Context: an optimization exercise on an open-source flow, tuned for small area, a short achievable clock period and few clock cycles per item. The choices shown serve that exercise and are no tape-out recipe. Function was not checked in any run shown here: the RTL went through the layout flow alone. Power and IR drop assume default switching activity.

==> design/flow/design.v <==
module pfd (
  input  wire        clk,
  input  wire        rst,         
  input  wire        cmd_valid,
  output wire        cmd_ready,
  input  wire [63:0] cmd,
  input  wire [4:0]  reg_addr,
  output reg  [63:0] reg_rdata,
  input  wire [7:0]  fb_addr,
  output wire [7:0]  fb_rdata
);
  localparam [3:0] OP_NOP = 4'h0, OP_CLR = 4'h1, OP_PUSH = 4'h2, OP_LDIN = 4'h3,
                   OP_DISPATCH = 4'h4, OP_SLICE = 4'h5, OP_UNPACK = 4'h6,
                   OP_NSPLIT = 4'h7, OP_TDEC = 4'h8, OP_INSERT = 4'h9,
                   OP_PACK = 4'hA, OP_NPACK = 4'hB, OP_TENC = 4'hC,
                   OP_FINAL = 4'hD;
  localparam [3:0] ST_OK = 4'd0, ST_FRAMING = 4'd1, ST_UNKNOWN_TYPE = 4'd2,
                   ST_TRUNCATED = 4'd3, ST_ABSENT = 4'd4, ST_BAD_OPERAND = 4'd5,
                   ST_OVERFLOW = 4'd6, ST_ILLEGAL_OP = 4'd7;
  reg [511:0] fbv;            
  reg [6:0]  flen;            
  reg [3:0]  opstat;
  reg        fvalid, ovf, hdrvld, subknown;
  reg [1:0]  cls;
  reg [7:0]  r_type, r_subtype, r_seq;
  reg [47:0] acc;
  reg        acc_vld;
  reg [3:0]  acc_dsel;
  reg [7:0]  nib;             
  reg        nib_vld;
  reg        tsign;
  reg [14:0] tmag;
  reg        t_vld;
  reg [47:0] din;
  wire [3:0]  opc   = cmd[63:60];
  wire [7:0]  off   = cmd[59:52];
  wire [2:0]  nb    = cmd[51:49];
  wire [5:0]  lsb   = cmd[48:43];
  wire [5:0]  wid   = cmd[42:37];
  wire        absf  = cmd[36];
  wire [3:0]  dsel  = cmd[35:32];
  wire        tbit  = cmd[31];
  wire [30:0] rsv   = cmd[30:0];
  wire [47:0] imm   = cmd[47:0];
  wire nb_1to6    = (nb != 3'd0) && (nb != 3'd7);
  wire wid_ok     = (wid != 6'd0) && (wid <= 6'd48);
  wire field_fits = ({1'b0, lsb} + {1'b0, wid}) <= {1'b0, nb, 3'b000};
  wire no_lw      = (lsb == 6'd0) && (wid == 6'd0);
  reg word_ok;
  always @(*) begin
    case (opc)
      OP_NOP, OP_CLR:        word_ok = (cmd[59:0] == 60'd0);
      OP_PUSH:               word_ok = (cmd[59:8] == 52'd0);
      OP_LDIN:               word_ok = (cmd[59:48] == 12'd0);
      OP_DISPATCH, OP_FINAL: word_ok = (cmd[59:0] == 60'd0);
      OP_SLICE:  word_ok = nb_1to6 && wid_ok && field_fits && (dsel == 4'd0) && !tbit && (rsv == 31'd0);
      OP_UNPACK: word_ok = nb_1to6 && no_lw && (dsel <= 4'd3) && !tbit && (rsv == 31'd0);
      OP_NSPLIT: word_ok = (nb == 3'd1) && no_lw && (dsel == 4'd0) && (!tbit || off == 8'd0) && (rsv == 31'd0);
      OP_TDEC:   word_ok = (nb == 3'd2) && no_lw && (dsel == 4'd0) && !tbit && (rsv == 31'd0);
      OP_INSERT: word_ok = nb_1to6 && wid_ok && field_fits && !absf && (dsel == 4'd0) && !tbit && (rsv == 31'd0);
      OP_PACK:   word_ok = nb_1to6 && no_lw && !absf && (dsel == 4'd0) && !tbit && (rsv == 31'd0);
      OP_NPACK:  word_ok = (nb == 3'd1) && no_lw && !absf && (dsel == 4'd0) && (!tbit || off == 8'd0) && (rsv == 31'd0);
      OP_TENC:   word_ok = (nb == 3'd2) && no_lw && !absf && (dsel == 4'd0) && (rsv == 31'd0);
      default:   word_ok = 1'b0;
    endcase
  end
  wire op_push  = (opc == OP_PUSH);
  wire op_final = (opc == OP_FINAL);
  wire tail     = tbit && (opc == OP_NSPLIT || opc == OP_NPACK);
  wire is_wr    = op_push || op_final || (opc == OP_INSERT) || (opc == OP_PACK) ||
                  (opc == OP_NPACK) || (opc == OP_TENC);
  wire [6:0] flen_m1  = flen - 7'd1;
  wire       in_frame = tail ? (flen != 7'd0)
                             : (({1'b0, off} + {6'd0, nb}) <= {2'b00, flen});
  function automatic [27:0] geom(input [5:0] base, input [2:0] nbe, input [5:0] lsb_);
    reg [2:0]  b0_, w_;
    reg [1:0]  ei, oi;
    reg [7:0]  se;
    reg [5:0]  tr, tw;
    integer i;
    begin
      b0_ = base[2:0];
      w_  = base[5:3];
      ei  = w_[2:1] + {1'b0, w_[0]};
      oi  = w_[2:1];
      for (i = 0; i < 8; i = i + 1)
        se[i] = (i >= b0_) ^ w_[0];
      tr   = lsb_ - {b0_ + nbe, 3'b000};
      tw   = {b0_ + nbe, 3'b000} - lsb_;
      geom = {4'd1 << ei, 4'd1 << oi, se, tr, tw};
    end
  endfunction
  wire [5:0]  wide_x  = (wid != 6'd0) ? wid : {nb, 3'b000};
  wire [27:0] g_x     = geom(off[5:0], nb, lsb);
  wire [27:0] g_push  = geom(flen[5:0], 3'd1, 6'd0);
  wire [27:0] g_tail  = geom(flen_m1[5:0], 3'd1, 6'd0);
  wire [27:0] g_final = geom(6'd0, 3'd1, 6'd0);
  wire        byte1   = op_push || tail || op_final;
  wire [27:0] g = op_push  ? g_push :
                  tail     ? g_tail :
                  op_final ? g_final : g_x;
  wire [3:0]  e_oh  = g[27:24];
  wire [3:0]  o_oh  = g[23:20];
  wire [7:0]  sel_e = g[19:12];
  wire [5:0]  t_rd  = g[11:6];
  wire [5:0]  t_wr  = g[5:0];
  wire [5:0]  wide  = byte1 ? 6'd8 : wide_x;
  wire [6:0]  mend  = {1'b0, t_rd} + {1'b0, wide};
  wire [63:0] wmask;
  genvar gq;
  generate
    for (gq = 0; gq < 64; gq = gq + 1) begin : g_wmask
      assign wmask[gq] = mend[6] ? ((gq >= t_rd) || (gq < mend[5:0]))
                                 : ((gq >= t_rd) && (gq < mend[5:0]));
    end
  endgenerate
  wire [63:0] e_word = ({64{e_oh[0]}} & fbv[64*0 +: 64]) | ({64{e_oh[1]}} & fbv[64*2 +: 64]) |
                       ({64{e_oh[2]}} & fbv[64*4 +: 64]) | ({64{e_oh[3]}} & fbv[64*6 +: 64]);
  wire [63:0] o_word = ({64{o_oh[0]}} & fbv[64*1 +: 64]) | ({64{o_oh[1]}} & fbv[64*3 +: 64]) |
                       ({64{o_oh[2]}} & fbv[64*5 +: 64]) | ({64{o_oh[3]}} & fbv[64*7 +: 64]);
  wire [63:0] sel_e_bits;
  wire [63:0] y;
  genvar gp;
  generate
    for (gp = 0; gp < 8; gp = gp + 1) begin : g_byte
      assign sel_e_bits[8*(7-gp) +: 8] = {8{sel_e[gp]}};
      assign y[8*(7-gp) +: 8] = sel_e[gp] ? e_word[8*(7-gp) +: 8] : o_word[8*(7-gp) +: 8];
    end
  endgenerate
  wire        din_neg  = din[47];
  wire [14:0] tenc_m   = din_neg ? (15'd0 - din[14:0]) : din[14:0];
  wire        tenc_s   = din_neg || tbit;
  reg  [47:0] wval;
  always @(*) begin
    wval = din;
    if (op_push)  wval[7:0] = imm[7:0];
    if (op_final) wval[7:0] = {1'b0, flen_m1};
    if (opc == OP_TENC) wval[15:0] = {tenc_s, tenc_m};
  end
  wire [63:0] rot_in  = is_wr ? {16'd0, wval} : y;
  wire [5:0]  rot_amt = is_wr ? t_wr : t_rd;
  wire [63:0] rs0 = rot_amt[0] ? {rot_in[0],    rot_in[63:1]}  : rot_in;
  wire [63:0] rs1 = rot_amt[1] ? {rs0[1:0],     rs0[63:2]}     : rs0;
  wire [63:0] rs2 = rot_amt[2] ? {rs1[3:0],     rs1[63:4]}     : rs1;
  wire [63:0] rs3 = rot_amt[3] ? {rs2[7:0],     rs2[63:8]}     : rs2;
  wire [63:0] rs4 = rot_amt[4] ? {rs3[15:0],    rs3[63:16]}    : rs3;
  wire [63:0] rot = rot_amt[5] ? {rs4[31:0],    rs4[63:32]}    : rs4;
  wire [47:0] fmask;
  genvar gm;
  generate
    for (gm = 0; gm < 48; gm = gm + 1) begin : g_fmask
      assign fmask[gm] = (gm < wide_x);
    end
  endgenerate
  wire [63:0] e_new = (wmask & sel_e_bits & rot) | (~(wmask & sel_e_bits) & e_word);
  wire [63:0] o_new = (wmask & ~sel_e_bits & rot) | (~(wmask & ~sel_e_bits) & o_word);
  wire [47:0] rd_val   = rot[47:0] & fmask;
  wire [7:0]  rd_b     = rot[7:0];
  wire [15:0] rd_h     = rot[15:0];
  wire        tenc_ok  = ((din[47:15] == 33'd0) ||
                          ((&din[47:15]) && (din[14:0] != 15'd0))) &&
                         (!tbit || din == 48'd0);
  wire        din_fits = ((din & ~fmask) == 48'd0);
  wire        din_ok   = (opc == OP_TENC) ? tenc_ok : din_fits;
  wire [7:0]  fb0 = fbv[63:56], fb1 = fbv[55:48], fb2 = fbv[47:40], fb3 = fbv[39:32];
  wire        disp_framing = ovf || (flen < 7'd2) || (fb0 != {1'b0, flen_m1});
  wire        disp_known   = (fb1 == 8'h10) || (fb1 == 8'h55) || (fb1 == 8'h20) ||
                             (fb1 == 8'h01) || (fb1 == 8'h11) || (fb1 == 8'h56);
  wire        disp_short   = (flen < 7'd4);
  wire [1:0]  disp_cls     = (fb1 == 8'h01) ? 2'd1 :
                             ((fb1 == 8'h55) || (fb1 == 8'h20) || (fb1 == 8'h56)) ? 2'd2 : 2'd3;
  wire go     = cmd_valid && !rst && word_ok;
  wire wr_go  = go && is_wr &&
                (op_push  ? (flen != 7'd64) :
                 op_final ? (flen != 7'd0)  : (din_ok && in_frame));
  always @(posedge clk) begin
    if (rst) begin
      flen      <= 7'd0;
      opstat    <= ST_OK;
      fvalid    <= 1'b0;
      ovf       <= 1'b0;
      hdrvld    <= 1'b0;
      cls       <= 2'd0;
      subknown  <= 1'b0;
      r_type    <= 8'd0;
      r_subtype <= 8'd0;
      r_seq     <= 8'd0;
      acc       <= 48'd0;
      acc_vld   <= 1'b0;
      acc_dsel  <= 4'd0;
      nib       <= 8'd0;
      nib_vld   <= 1'b0;
      tsign     <= 1'b0;
      tmag      <= 15'd0;
      t_vld     <= 1'b0;
      din       <= 48'd0;
    end else if (cmd_valid) begin
      if (opc == 4'hE || opc == 4'hF) begin
        opstat <= ST_ILLEGAL_OP;
      end else if (!word_ok) begin
        opstat <= ST_BAD_OPERAND;
      end else begin
        case (opc)
          OP_NOP: opstat <= ST_OK;
          OP_CLR: begin
            flen      <= 7'd0;
            opstat    <= ST_OK;
            fvalid    <= 1'b0;
            ovf       <= 1'b0;
            hdrvld    <= 1'b0;
            cls       <= 2'd0;
            subknown  <= 1'b0;
            r_type    <= 8'd0;
            r_subtype <= 8'd0;
            r_seq     <= 8'd0;
            acc       <= 48'd0;
            acc_vld   <= 1'b0;
            acc_dsel  <= 4'd0;
            nib       <= 8'd0;
            nib_vld   <= 1'b0;
            tsign     <= 1'b0;
            tmag      <= 15'd0;
            t_vld     <= 1'b0;
            din       <= 48'd0;
          end
          OP_PUSH: begin
            fvalid <= 1'b0;
            if (flen == 7'd64) begin
              ovf    <= 1'b1;
              opstat <= ST_OVERFLOW;
            end else begin
              flen   <= flen + 7'd1;
              opstat <= ST_OK;
            end
          end
          OP_LDIN: begin
            din    <= imm;
            opstat <= ST_OK;
          end
          OP_FINAL: begin
            if (flen == 7'd0) begin
              opstat <= ST_TRUNCATED;
            end else begin
              fvalid <= 1'b0;
              opstat <= ST_OK;
            end
          end
          OP_DISPATCH: begin
            if (disp_framing || !disp_known || disp_short) begin
              r_type    <= 8'd0;
              r_subtype <= 8'd0;
              r_seq     <= 8'd0;
              cls       <= 2'd0;
              subknown  <= 1'b0;
              hdrvld    <= 1'b0;
              fvalid    <= 1'b0;
              opstat    <= disp_framing ? ST_FRAMING :
                           !disp_known  ? ST_UNKNOWN_TYPE : ST_TRUNCATED;
            end else begin
              r_type    <= fb1;
              r_subtype <= fb2;
              r_seq     <= fb3;
              cls       <= disp_cls;
              subknown  <= (fb1 == 8'h55) && (fb2 == 8'h02);
              hdrvld    <= 1'b1;
              fvalid    <= 1'b1;
              opstat    <= ST_OK;
            end
          end
          OP_SLICE, OP_UNPACK: begin
            if (absf || !in_frame) begin
              acc      <= 48'd0;
              acc_dsel <= 4'd0;
              acc_vld  <= 1'b0;
              if (absf) begin
                opstat <= ST_ABSENT;
              end else begin
                fvalid <= 1'b0;
                opstat <= ST_TRUNCATED;
              end
            end else begin
              acc      <= rd_val;
              acc_dsel <= (opc == OP_SLICE) ? 4'd0 : dsel;
              acc_vld  <= 1'b1;
              opstat   <= ST_OK;
            end
          end
          OP_NSPLIT: begin
            if (absf || !in_frame) begin
              nib     <= 8'd0;
              nib_vld <= 1'b0;
              if (absf) begin
                opstat <= ST_ABSENT;
              end else begin
                fvalid <= 1'b0;
                opstat <= ST_TRUNCATED;
              end
            end else begin
              nib     <= rd_b;
              nib_vld <= 1'b1;
              opstat  <= ST_OK;
            end
          end
          OP_TDEC: begin
            if (absf || !in_frame) begin
              tsign <= 1'b0;
              tmag  <= 15'd0;
              t_vld <= 1'b0;
              if (absf) begin
                opstat <= ST_ABSENT;
              end else begin
                fvalid <= 1'b0;
                opstat <= ST_TRUNCATED;
              end
            end else begin
              tsign  <= rd_h[15];
              tmag   <= rd_h[14:0];
              t_vld  <= 1'b1;
              opstat <= ST_OK;
            end
          end
          OP_TENC, OP_PACK, OP_NPACK, OP_INSERT: begin
            if (!din_ok) begin
              opstat <= ST_BAD_OPERAND;
            end else if (!in_frame) begin
              opstat <= ST_TRUNCATED;
            end else begin
              fvalid <= 1'b0;
              opstat <= ST_OK;
            end
          end
          default: opstat <= ST_ILLEGAL_OP;
        endcase
      end
    end
  end
  integer k;
  always @(posedge clk) begin
    for (k = 0; k < 8; k = k + 1)
      if (wr_go && ((k % 2 == 0) ? e_oh[k / 2] : o_oh[k / 2]))
        fbv[64*k +: 64] <= (k % 2 == 0) ? e_new : o_new;
  end
  assign cmd_ready = 1'b1;
  wire [63:0] rsel;
  pfd_dec64 u_rdec (.a(fb_addr[5:0]), .y(rsel));
  genvar gr, gb;
  generate
    for (gr = 0; gr < 8; gr = gr + 1) begin : g_rd
      wire [63:0] col;
      for (gb = 0; gb < 64; gb = gb + 1) begin : g_b
        assign col[gb] = fbv[64*(gb/8) + 8*(7-(gb%8)) + gr];
      end
      pfd_andor64 u_ao (.s(rsel), .d(col), .y(fb_rdata[gr]));
    end
  endgenerate
  wire [15:0] temp = tsign ? (16'd0 - {1'b0, tmag}) : {1'b0, tmag};
  always @(*) begin
    case (reg_addr)
      5'h00: reg_rdata = {60'd0, opstat};
      5'h01: reg_rdata = {56'd0, 2'b00, subknown, cls, hdrvld, ovf, fvalid};
      5'h02: reg_rdata = {57'd0, flen};
      5'h03: reg_rdata = {56'd0, r_type};
      5'h04: reg_rdata = {56'd0, r_subtype};
      5'h05: reg_rdata = {56'd0, r_seq};
      5'h06: reg_rdata = {16'd0, acc};
      5'h07: reg_rdata = {59'd0, acc_dsel, acc_vld};
      5'h08: reg_rdata = {55'd0, nib_vld, nib};
      5'h09: reg_rdata = {31'd0, t_vld, temp, tsign, tmag};
      5'h0A: reg_rdata = {16'd0, din};
      default: reg_rdata = 64'd0;
    endcase
  end
endmodule
module pfd_dec64 (
  input  wire [5:0]  a,
  output wire [63:0] y
);
  wire [7:0] hi = 8'd1 << a[5:3];
  wire [7:0] lo = 8'd1 << a[2:0];
  genvar g;
  generate
    for (g = 0; g < 64; g = g + 1) begin : g_y
      assign y[g] = hi[g / 8] & lo[g % 8];
    end
  endgenerate
endmodule
module pfd_andor64 (
  input  wire [63:0] s,
  input  wire [63:0] d,
  output wire        y
);
  assign y = |(s & d);
endmodule
==> design/flow/flow/run.sh <==
#!/bin/bash
set -euo pipefail
export SETUP_SLACK_MARGIN=10
export BUFFER_PORTS_ARGS="-buffer_cell sky130_fd_sc_hd__buf_2"
export CTS_ARGS='-sink_clustering_enable -repair_clock_nets -sink_clustering_size 24 -sink_clustering_max_diameter 100 -buf_list {sky130_fd_sc_hd__clkbuf_16 sky130_fd_sc_hd__clkbuf_8} -dont_use_dummy_load'
bash standard.sh > standard.log 2>&1
==> design/flow/standard.sh <==
#!/bin/bash
# synth_recipe.tcl (not shown) runs the flow's synth.tcl, then flattens the netlist and writes it again
# the make line also repeats each setting of config.mk as NAME=value (left out here)
make -C /OpenROAD-flow-scripts/flow DESIGN_CONFIG=/design/flow/config.mk WORK_HOME=/design/flow/orfs CLKGATE_MAP_FILE= SYNTH_SCRIPT=/design/flow/synth_recipe.tcl "${@:-finish}"
==> design/flow/config.mk <==
export PLATFORM = sky130hd
export DESIGN_NAME = pfd
export DESIGN_NICKNAME = pfd
export VERILOG_FILES = /design/flow/design.v
export SDC_FILE = /design/flow/constraint.sdc
export NUM_CORES = 8
export LEC_CHECK = 0
export ABC_AREA = 1
export CAP_MARGIN = 15
export CORE_MARGIN = 2
export CORE_UTILIZATION = 35
export PLACE_DENSITY = 0.45
export SLEW_MARGIN = 15
==> design/flow/constraint.sdc <==
create_clock -name core_clock -period 20.0 [get_ports {clk}]
set_input_delay 4.0000 -clock core_clock [delete_from_list [all_inputs] [get_ports {clk}]]
set_output_delay 4.0000 -clock core_clock [all_outputs]
set_load 0.01 [all_outputs]
==> results.sh, run 1 <==
export IMPL_final_hold_violation_count=0
export IMPL_cp_common_cell="sky130_fd_sc_hd__buf_4"
export IMPL_top_usage_layer="met2"
export IMPL_netSwitchingFraction_pct=51.5
export IMPL_critPathMaxStageDelay_ps=1040
export IMPL_clock_power_share_pct=17.3
export IMPL_chipHeight_um=363
export IMPL_path_class="primary input to output port"
export IMPL_grt_met2_usage_pct=66.3
export IMPL_top_level_ports=153
export IMPL_r2r_start="flen[0]"
export IMPL_critical_path_buf_inv_count=5
export IMPL_detailedRoute_firstPassIterationCount=7
export IMPL_share_of_cells_above_drive_strength_1_pct=11.2
export IMPL_cellPowerDensity_nw_per_um2=98.8
export IMPL_synth_area_leaders="sky130_fd_sc_hd__edfxtp_1 34%, sky130_fd_sc_hd__nand3_1 18%, sky130_fd_sc_hd__nand2_1 9.8%"
export IMPL_worst_r2r_setup_slack_ps=11380
export IMPL_period_share_pct=53.1
export IMPL_maxSlewViolCount=0
export IMPL_io_buffer_count=133
export IMPL_sequentialPowerShare_pct=32.9
export IMPL_timing_critical_path_to="fb_rdata[6]"
export IMPL_synth_top_cells_by_count="1588 x sky130_fd_sc_hd__nand3_1, 1178 x sky130_fd_sc_hd__nand2_1, 595 x sky130_fd_sc_hd__nor2_1, 512 x sky130_fd_sc_hd__edfxtp_1, 381 x sky130_fd_sc_hd__inv_1"
export IMPL_grt_pass1_vias=46400
export IMPL_post_synth_cell_area_avg_um2=7.36
export IMPL_power_internal_uw=2440
export IMPL_timing_reg2reg_worst_path_depth=25
export IMPL_fmax_ghz=0.0941
export IMPL_slowest_stage="sky130_fd_sc_hd__a221oi_1"
export IMPL_timing_final_setup_violations=0
export IMPL_ys_warn_count=1
export IMPL_groute_layer_met1_usage_pct=53.3
export IMPL_crit_path_end_kind="output port"
export IMPL_timing_critical_path_required_ps=16000
export IMPL_crit_path_max_fanout=19
export IMPL_synthArstFlopShare_pct=0
export IMPL_vdd_ir_drop_max_uv=54.1
export IMPL_crit_path_cell_chain="buf_12 > buf_4 > nor3_2 > buf_4 > clkinvlp_4 > nor2_4 > a221oi_1 > nand4_1 > nor2_1 > nand3_2 > buf_6"
export IMPL_post_synth_top_count_cell="sky130_fd_sc_hd__nand3_1"
export IMPL_grt_first_pass_wirelength_um=403000
export IMPL_run_status="finished clean"
export IMPL_synth_sequential_area_ratio_pct=41.6
export IMPL_synth_enable_flop_cells=512
export IMPL_antenna_found_initial=21
export IMPL_crit_path_dat_ps=6630
export IMPL_final_net_count=6329
export IMPL_worst_hold_path_num_cells=2
export IMPL_power_frac_comb_pct=49.8
export IMPL_totalNegativeSetupSlack_ps=0
export IMPL_multiInputGateArea_um2=24500
export IMPL_detail_route_wl_per_cell_um=39.0
export IMPL_initial_utilization_pct=35.3
export IMPL_regArea_um2=18700
export IMPL_dieArea_um2=132000
export IMPL_layout_core_utilization_pct=39.9
export IMPL_route_antenna_remaining_nets=0
export IMPL_power_net_switching_uw=2590
export IMPL_worstMarginPinSlew_ps=1290
export IMPL_max_cap_violations=0
export IMPL_gpl_final_weighted_congestion=1.09
export IMPL_drt_total_wl_um=307000
export IMPL_track_usage_pct=45.2
export IMPL_cp_start_kind="primary input"
export IMPL_top_cell_family_by_delay_on_the_critical_path="compound AO/OA/AOI/OAI gates"
export IMPL_cts_buffers_inserted=39
export IMPL_cts_max_path_buffers=3
export IMPL_place_hpwl_um=229000
export IMPL_synth_seq_cells=679
export IMPL_cts_htree_levels=2
export IMPL_fin_skew_ps=105
export IMPL_areaGrowthSynthToFinish_pct=13.1
export IMPL_grt_max_degree=83
export IMPL_post_synth_inst_count=6116
export IMPL_fillers=13500
export IMPL_hold_path_class="flip-flop to flip-flop"
export IMPL_cp_depth=11
export IMPL_die_width_um=363
export IMPL_synth_flop_cell="sky130_fd_sc_hd__edfxtp_1"
export IMPL_met3_usage_pct=13.1
export IMPL_avgViaCountPerCell=6.47
export IMPL_drc=0
export IMPL_final_min_clock_period_ps=10630
export IMPL_reg2reg_to="fbv[182]"
export IMPL_library_cell_used_as_clock_root_buffer="sky130_fd_sc_hd__clkbuf_16"
export IMPL_detailed_router_s_first_iteration_violation_count=7878
export IMPL_slew_headroom_pct=13.9
export IMPL_vias=51000
export IMPL_syn_area_um2=45000
export IMPL_timing_critical_path_from="fb_addr[3]"
export IMPL_yosysTopAreaCell="sky130_fd_sc_hd__edfxtp_1"
export IMPL_rsz_0062_raised_after_global_routing="yes"
export IMPL_insertion_delay_ps=710
export IMPL_cts_tree="yes"
export IMPL_leakage_uw=0.0194
export IMPL_post_synth_top_area_fraction_pct=34.2
export IMPL_floorplan_rows=131
export IMPL_ys_types=69
export IMPL_path_clk_slew_ps=90
export IMPL_core_area_um2=128000
export IMPL_cts_num_sinks=679
export IMPL_remaining_global_route_overflow=0
==> state kept, by name (all words and copies together) (netlist names) <==
register,cells
cls,2
opstat,3
nib_vld,1
r_subtype,8
acc_vld,1
tsign,1
acc,48
nib,8
flen,7
tmag,15
ovf,1
subknown,1
t_vld,1
din,48
fvalid,1
acc_dsel,4
fbv,512
r_type,8
r_seq,8
hdrvld,1
==> per-stage QoR <==
| step | power, µW | area [µm²] | instances | hold slack, ps | worst slack (ps) |
|---|---|---|---|---|---|
| CTS | 4830 | 50000 | 7809 | 466 | 9340 |
| floorplan | 2750 | 45100 | 6131 | 419 | 10040 |
| global route | 5040 | 50900 | 7867 | 484 | 9450 |
| global placement | 3960 | 47400 | 7705 | 449 | 8130 |
| finish | 5030 | 50900 | 7880 | 465 | 9370 |
| detailed placement | 3960 | 47400 | 7705 | 455 | 8390 |
==> cell usage in the layout (no fill, tap or decap), types with 20 or more instances in the layout <==
cell and instances:
sky130_fd_sc_hd__nand2_2 30, sky130_fd_sc_hd__edfxtp_1 512, sky130_fd_sc_hd__dfxtp_1 167, sky130_fd_sc_hd__o21bai_1 20, sky130_fd_sc_hd__inv_2 27, sky130_fd_sc_hd__inv_1 356, sky130_fd_sc_hd__nand3_1 1570, sky130_fd_sc_hd__clkbuf_16 39
sky130_fd_sc_hd__buf_6 43, sky130_fd_sc_hd__buf_2 122, sky130_fd_sc_hd__a21oi_1 277, sky130_fd_sc_hd__maj3_1 26, sky130_fd_sc_hd__o21ai_0 197, sky130_fd_sc_hd__nand2_1 1161, sky130_fd_sc_hd__nor3_1 48, sky130_fd_sc_hd__o21ai_1 192
sky130_fd_sc_hd__nor2_4 38, sky130_fd_sc_hd__o22ai_1 40, sky130_fd_sc_hd__nor2_1 546, sky130_fd_sc_hd__nor4_1 29, sky130_fd_sc_hd__ha_1 43, sky130_fd_sc_hd__nand3_2 33, sky130_fd_sc_hd__buf_4 185, sky130_fd_sc_hd__nor2_2 24
sky130_fd_sc_hd__a221oi_2 20, sky130_fd_sc_hd__o211ai_1 27, sky130_fd_sc_hd__nand4_1 97, sky130_fd_sc_hd__a221oi_1 52
==> power by group through the flow <==
stage	clock (µW)	sequential [µW]	combinational, µW
2_1_floorplan	0	1680	1070
3_3_place_gp	0	1690	2280
3_5_place_dp	0	1690	2270
4_1_cts	866	1650	2310
5_1_grt	903	1650	2480
6_report	869	1650	2510
==> per-layer routing <==
metal,up-vias,share of wire (%)
li1,21800,-
met1,24800,36
met2,3517,42
met3,864,11
met4,14,11
met5,-,0.074
==> worst min-delay path by stage <==
| stage | startpoint | end | slack (ps) |
|---|---|---|---|
| 5_1_grt | acc[30] | acc[30] | 480 |
| 3_3_place_gp | acc_dsel[3] | acc_dsel[3] | 450 |
| 2_1_floorplan | r_type[3] | r_type[3] | 420 |
| 6_report | acc_dsel[3] | acc_dsel[3] | 460 |
| 3_5_place_dp | t_vld | t_vld | 460 |
| 4_1_cts | din[1] | din[1] | 470 |
==> final cells by class <==
type                            instances  area share, %
Antenna cell                           18         0.0885
Clock buffer                           39           1.92
Inverter                              408           3.18
Multi-Input combinational cell       4704           48.2
Sequential cell                       679           36.8
Tap cell                             1662           4.08
Timing Repair Buffer                  370           5.75
==> worst reg2reg max path, stage by stage (launching register included) <==
cell                      delay (ps)
sky130_fd_sc_hd__dfxtp_1         680
sky130_fd_sc_hd__inv_1           610
sky130_fd_sc_hd__ha_1            510
sky130_fd_sc_hd__nand2_1         130
sky130_fd_sc_hd__nand2_1          50
sky130_fd_sc_hd__nand2_1         520
sky130_fd_sc_hd__inv_1           450
sky130_fd_sc_hd__ha_1            430
sky130_fd_sc_hd__nor2_1          150
sky130_fd_sc_hd__nand2_1         340
sky130_fd_sc_hd__nand2_2         660
sky130_fd_sc_hd__buf_4           490
sky130_fd_sc_hd__nand3_1         130
sky130_fd_sc_hd__nand2_1          80
sky130_fd_sc_hd__nor2_1           80
sky130_fd_sc_hd__nand2_1          70
sky130_fd_sc_hd__nand2_1         270
sky130_fd_sc_hd__nand2_1         200
sky130_fd_sc_hd__nand3_1         120
sky130_fd_sc_hd__nand3_1         170
sky130_fd_sc_hd__nand3_1         610
sky130_fd_sc_hd__nand3_1         410
sky130_fd_sc_hd__nand3_1         160
sky130_fd_sc_hd__nand3_1         240
sky130_fd_sc_hd__nand3_1         110
sky130_fd_sc_hd__o21ai_1         620
==> what timing repair did <==
item,in CTS,in global routing
pin swaps,41,49
hold buffers,0,0
endpoints found under the setup margin,193,598
setup buffers,57,51
resized for setup,225,91
cloned,8,1
==> logic make-up (layout without fill, tap and decap cells) <==
family / after synthesis / after routing / synth area share, %
and+or+nand+nor: 3620 / 3624 / 36.2
other: 2 / 35 / 0.0167
AOI/OAI and AO/OA: 965 / 965 / 12.7
DFF: 679 / 679 / 41.6
xor gates and xnor gates: 25 / 25 / 0.503
adders and majority gates: 73 / 73 / 1.95
buffers and inverters: 752 / 817 / 7.07
==> inputs of run 2 (changes only) <==
==> design/flow/flow/run.sh (replaced) <==
#!/bin/bash
set -euo pipefail
export SETUP_SLACK_MARGIN=10.5
export BUFFER_PORTS_ARGS="-buffer_cell sky130_fd_sc_hd__buf_2"
export CTS_ARGS='-sink_clustering_enable -repair_clock_nets -sink_clustering_size 24 -sink_clustering_max_diameter 100 -buf_list {sky130_fd_sc_hd__clkbuf_16 sky130_fd_sc_hd__clkbuf_8} -dont_use_dummy_load'
bash standard.sh > standard.log 2>&1
==> results.sh, run 2 <==
export IMPL_run_status="finished clean"
export IMPL_path_class="primary input to output port"
export IMPL_post_layout_nonfiller_instances=7897
export IMPL_initial_utilization_pct=35.3
export IMPL_post_synth_top_count_cell="sky130_fd_sc_hd__nand3_1"
export IMPL_detail_route_wl_per_cell_um=40.2
export IMPL_cts_num_sinks=679
export IMPL_period_share_pct=53.8
export IMPL_route_antenna_remaining_nets=0
export IMPL_place_hpwl_um=237000
export IMPL_cp_start_kind="primary input"
export IMPL_cts_tree="yes"
export IMPL_placedInstanceArea_um2=47600
export IMPL_share_of_cells_above_drive_strength_1_pct=13.1
export IMPL_ys_warn_count=1
export IMPL_areaGrowthSynthToFinish_pct=16.0
export IMPL_most_common_layout_cells="1560 x sky130_fd_sc_hd__nand3_1, 1161 x sky130_fd_sc_hd__nand2_1, 529 x sky130_fd_sc_hd__nor2_1, 512 x sky130_fd_sc_hd__edfxtp_1, 346 x sky130_fd_sc_hd__inv_1"
export IMPL_placedCellCount=7699
export IMPL_track_usage_pct=46.5
export IMPL_post_synth_top_area_fraction_pct=34.2
export IMPL_yosysTopAreaCell="sky130_fd_sc_hd__edfxtp_1"
export IMPL_post_synth_inst_count=6116
export IMPL_hold_path_class="flip-flop to flip-flop"
export IMPL_die_width_um=363
export IMPL_library_cell_used_as_clock_root_buffer="sky130_fd_sc_hd__clkbuf_16"
export IMPL_totalNegativeSetupSlack_ps=0
export IMPL_max_cap_violations=0
export IMPL_regArea_um2=18700
export IMPL_grt_pass1_vias=46900
export IMPL_cts_buffers_inserted=39
export IMPL_cts_htree_levels=2
export IMPL_vdd_ir_drop_max_uv=56.6
export IMPL_cts_hold_fix_buffers=0
export IMPL_final_common_cell="sky130_fd_sc_hd__nand3_1"
export IMPL_synth_enable_flop_cells=512
export IMPL_crit_path_max_fanout=4
export IMPL_final_min_clock_period_ps=10760
export IMPL_syn_area_um2=45000
export IMPL_crit_path_end_kind="output port"
export IMPL_ys_types=69
export IMPL_synth_seq_cells=679
export IMPL_largest_reg_flops=512
export IMPL_final_hold_violation_count=0
export IMPL_multiInputGateArea_um2=25300
export IMPL_avgViaCountPerCell=6.58
export IMPL_drc=0
export IMPL_final_net_count=6346
export IMPL_chipHeight_um=363
export IMPL_area_of_all_placed_cells_without_fillers_um2=52200
export IMPL_timing_final_setup_violations=0
export IMPL_io_buffer_count=133
export IMPL_path_clk_slew_ps=90
export IMPL_antenna_found_initial=26
export IMPL_rsz_0062_raised_after_global_routing="yes"
export IMPL_fmax_ghz=0.0929
export IMPL_registers_top_by_ff_count="fbv"
export IMPL_synth_area_leaders="sky130_fd_sc_hd__edfxtp_1 34%, sky130_fd_sc_hd__nand3_1 18%, sky130_fd_sc_hd__nand2_1 9.8%"
export IMPL_maxSlewViolCount=0
export IMPL_reg_top3="fbv: 512 flops, acc: 48 flops, din: 48 flops"
export IMPL_fillers=13400
export IMPL_worstMarginPinSlew_ps=1280
export IMPL_synthArstFlopShare_pct=0
export IMPL_fin_skew_ps=130
export IMPL_dieArea_um2=132000
export IMPL_layout_core_utilization_pct=40.9
export IMPL_top_level_ports=153
export IMPL_gpl_final_weighted_congestion=1.07
export IMPL_floorplan_rows=131
export IMPL_post_synth_cell_area_avg_um2=7.36
export IMPL_cellPowerDensity_nw_per_um2=98.0
export IMPL_totalPowerFinal_uw=5120
export IMPL_vias=52000
export IMPL_insertion_delay_ps=710
export IMPL_synth_top_cells_by_count="1588 x sky130_fd_sc_hd__nand3_1, 1178 x sky130_fd_sc_hd__nand2_1, 595 x sky130_fd_sc_hd__nor2_1, 512 x sky130_fd_sc_hd__edfxtp_1, 381 x sky130_fd_sc_hd__inv_1"
export IMPL_leakage_uw=0.0198
export IMPL_detailedRoute_firstPassIterationCount=7
export IMPL_slew_headroom_pct=14.3
export IMPL_cts_max_path_buffers=3
export IMPL_core_area_um2=128000
export IMPL_synth_flop_cell="sky130_fd_sc_hd__edfxtp_1"
export IMPL_grt_first_pass_wirelength_um=414000
export IMPL_drt_total_wl_um=317000
export IMPL_timing_critical_path_required_ps=16000
export IMPL_grt_max_degree=67
export IMPL_remaining_global_route_overflow=0
export IMPL_synth_sequential_area_ratio_pct=41.6
export IMPL_detailed_router_s_first_iteration_violation_count=8196
export IMPL_crit_path_dat_ps=6760
[run 2: metal layers]
metal / vias up / part of all wire [%] / GRT usage [%]
met3: 945 / 12 / 13.7
li1: 21900 / - / -
met4: 22 / 11 / 42.0
met5: - / 0.049 / 0
met1: 25400 / 36 / 54.9
met2: 3725 / 42 / 68.0
[run 2: power by group]
group	leakage [µW]	internal, µW	switching (µW)
clock network	0.000481	349	515
logic	0.0134	458	2140
registers	0.00597	1650	0.684
total	0.0198	2460	2660
[run 2: logic make-up after synthesis]
group           after synthesis  share of synthesized area (%)
compound gates              965                           12.7
xor+xnor                     25                          0.503
fa+ha+maj                    73                           1.95
buf+inv                     752                           7.07
flops                       679                           41.6
other cells                   2                         0.0167
simple gates               3620                           36.2
[run 2: layout make-up]
type                            instances  share of cell area (%)
Timing Repair inverter                  1                 0.00958
Clock buffer                           39                    1.87
Sequential cell                       679                    35.8
Inverter                              408                    3.18
Tap cell                             1662                    3.98
Antenna cell                           18                  0.0862
Multi-Input combinational cell       4704                    48.4
Timing Repair Buffer                  386                    6.62
[run 2: worst paths after layout]
kind | endpoint | slack, ps | depth (start not counted) | from
worst min register to register | r_type[3] | 460 | 2 | r_type[3]
worst max-delay path | fb_rdata[6] | 9240 | 15 | fb_addr[1]
worst max register to register | fbv[445] | 12320 | 28 | flen[0]
worst min-delay path | r_type[3] | 460 | 2 | r_type[3]
[run 2: timing repair]
item                       CTS  global route
gates cloned                16             5
setup endpoints to repair  691           850
resized for setup          247           221
setup buffers               52            66
pin swaps                   37            54
[run 2: worst max-delay path, stage by stage]
cell and delay, ps:
sky130_fd_sc_hd__buf_8 80, sky130_fd_sc_hd__buf_6 90, sky130_fd_sc_hd__nor3_2 30, sky130_fd_sc_hd__buf_4 160, sky130_fd_sc_hd__clkinvlp_4 120, sky130_fd_sc_hd__buf_12 120, sky130_fd_sc_hd__nor2_4 30, sky130_fd_sc_hd__buf_6 130
sky130_fd_sc_hd__inv_4 70, sky130_fd_sc_hd__o2bb2ai_4 90, sky130_fd_sc_hd__a221oi_4 380, sky130_fd_sc_hd__nand4_1 670, sky130_fd_sc_hd__nor4_2 390, sky130_fd_sc_hd__nand3_1 170, sky130_fd_sc_hd__buf_2 200
[run 2: through the flow]
stage | worst slack, ps | hold slack, ps
after floorplan | 10040 | 419
after global placement | 8510 | 448
after detailed placement | 8470 | 448
after CTS | 9310 | 461
after global routing | 9350 | 485
final | 9240 | 455

## what the ideal ports hide
No port has a modelled driver above. Below, the same layouts with a new extraction and two added sets of constraints. Step 1 assumes that a clkbuf_16 drives the clock port and a buf_2 every other input. Step 2 also shifts input and output timing later by t, the mid clock arrival at the registers, as if the neighbouring blocks saw the same clock. Slacks: ideal ports / drivers / drivers and shift; pairs: ideal ports / drivers.
| run | t (ns) | setup slack, ns | worst hold slack (ns) | worst slew at a driven data input, ns | pins driven straight from the clock port |
|---|---|---|---|---|---|
| run 1 | 0.742 | 9.372 / 9.306 / 9.257 | 0.465 / 0.465 / 0.465 | 0.08 | 1 |
| run 2 | 0.730 | 9.238 / 9.187 / 9.187 | 0.455 / 0.455 / 0.455 | 0.10 | 1 |
After both steps every run listed still meets setup and hold. The setup slack of run 1, which loses most, moves by -0.066 ns with the drivers and by -0.115 ns with both steps.
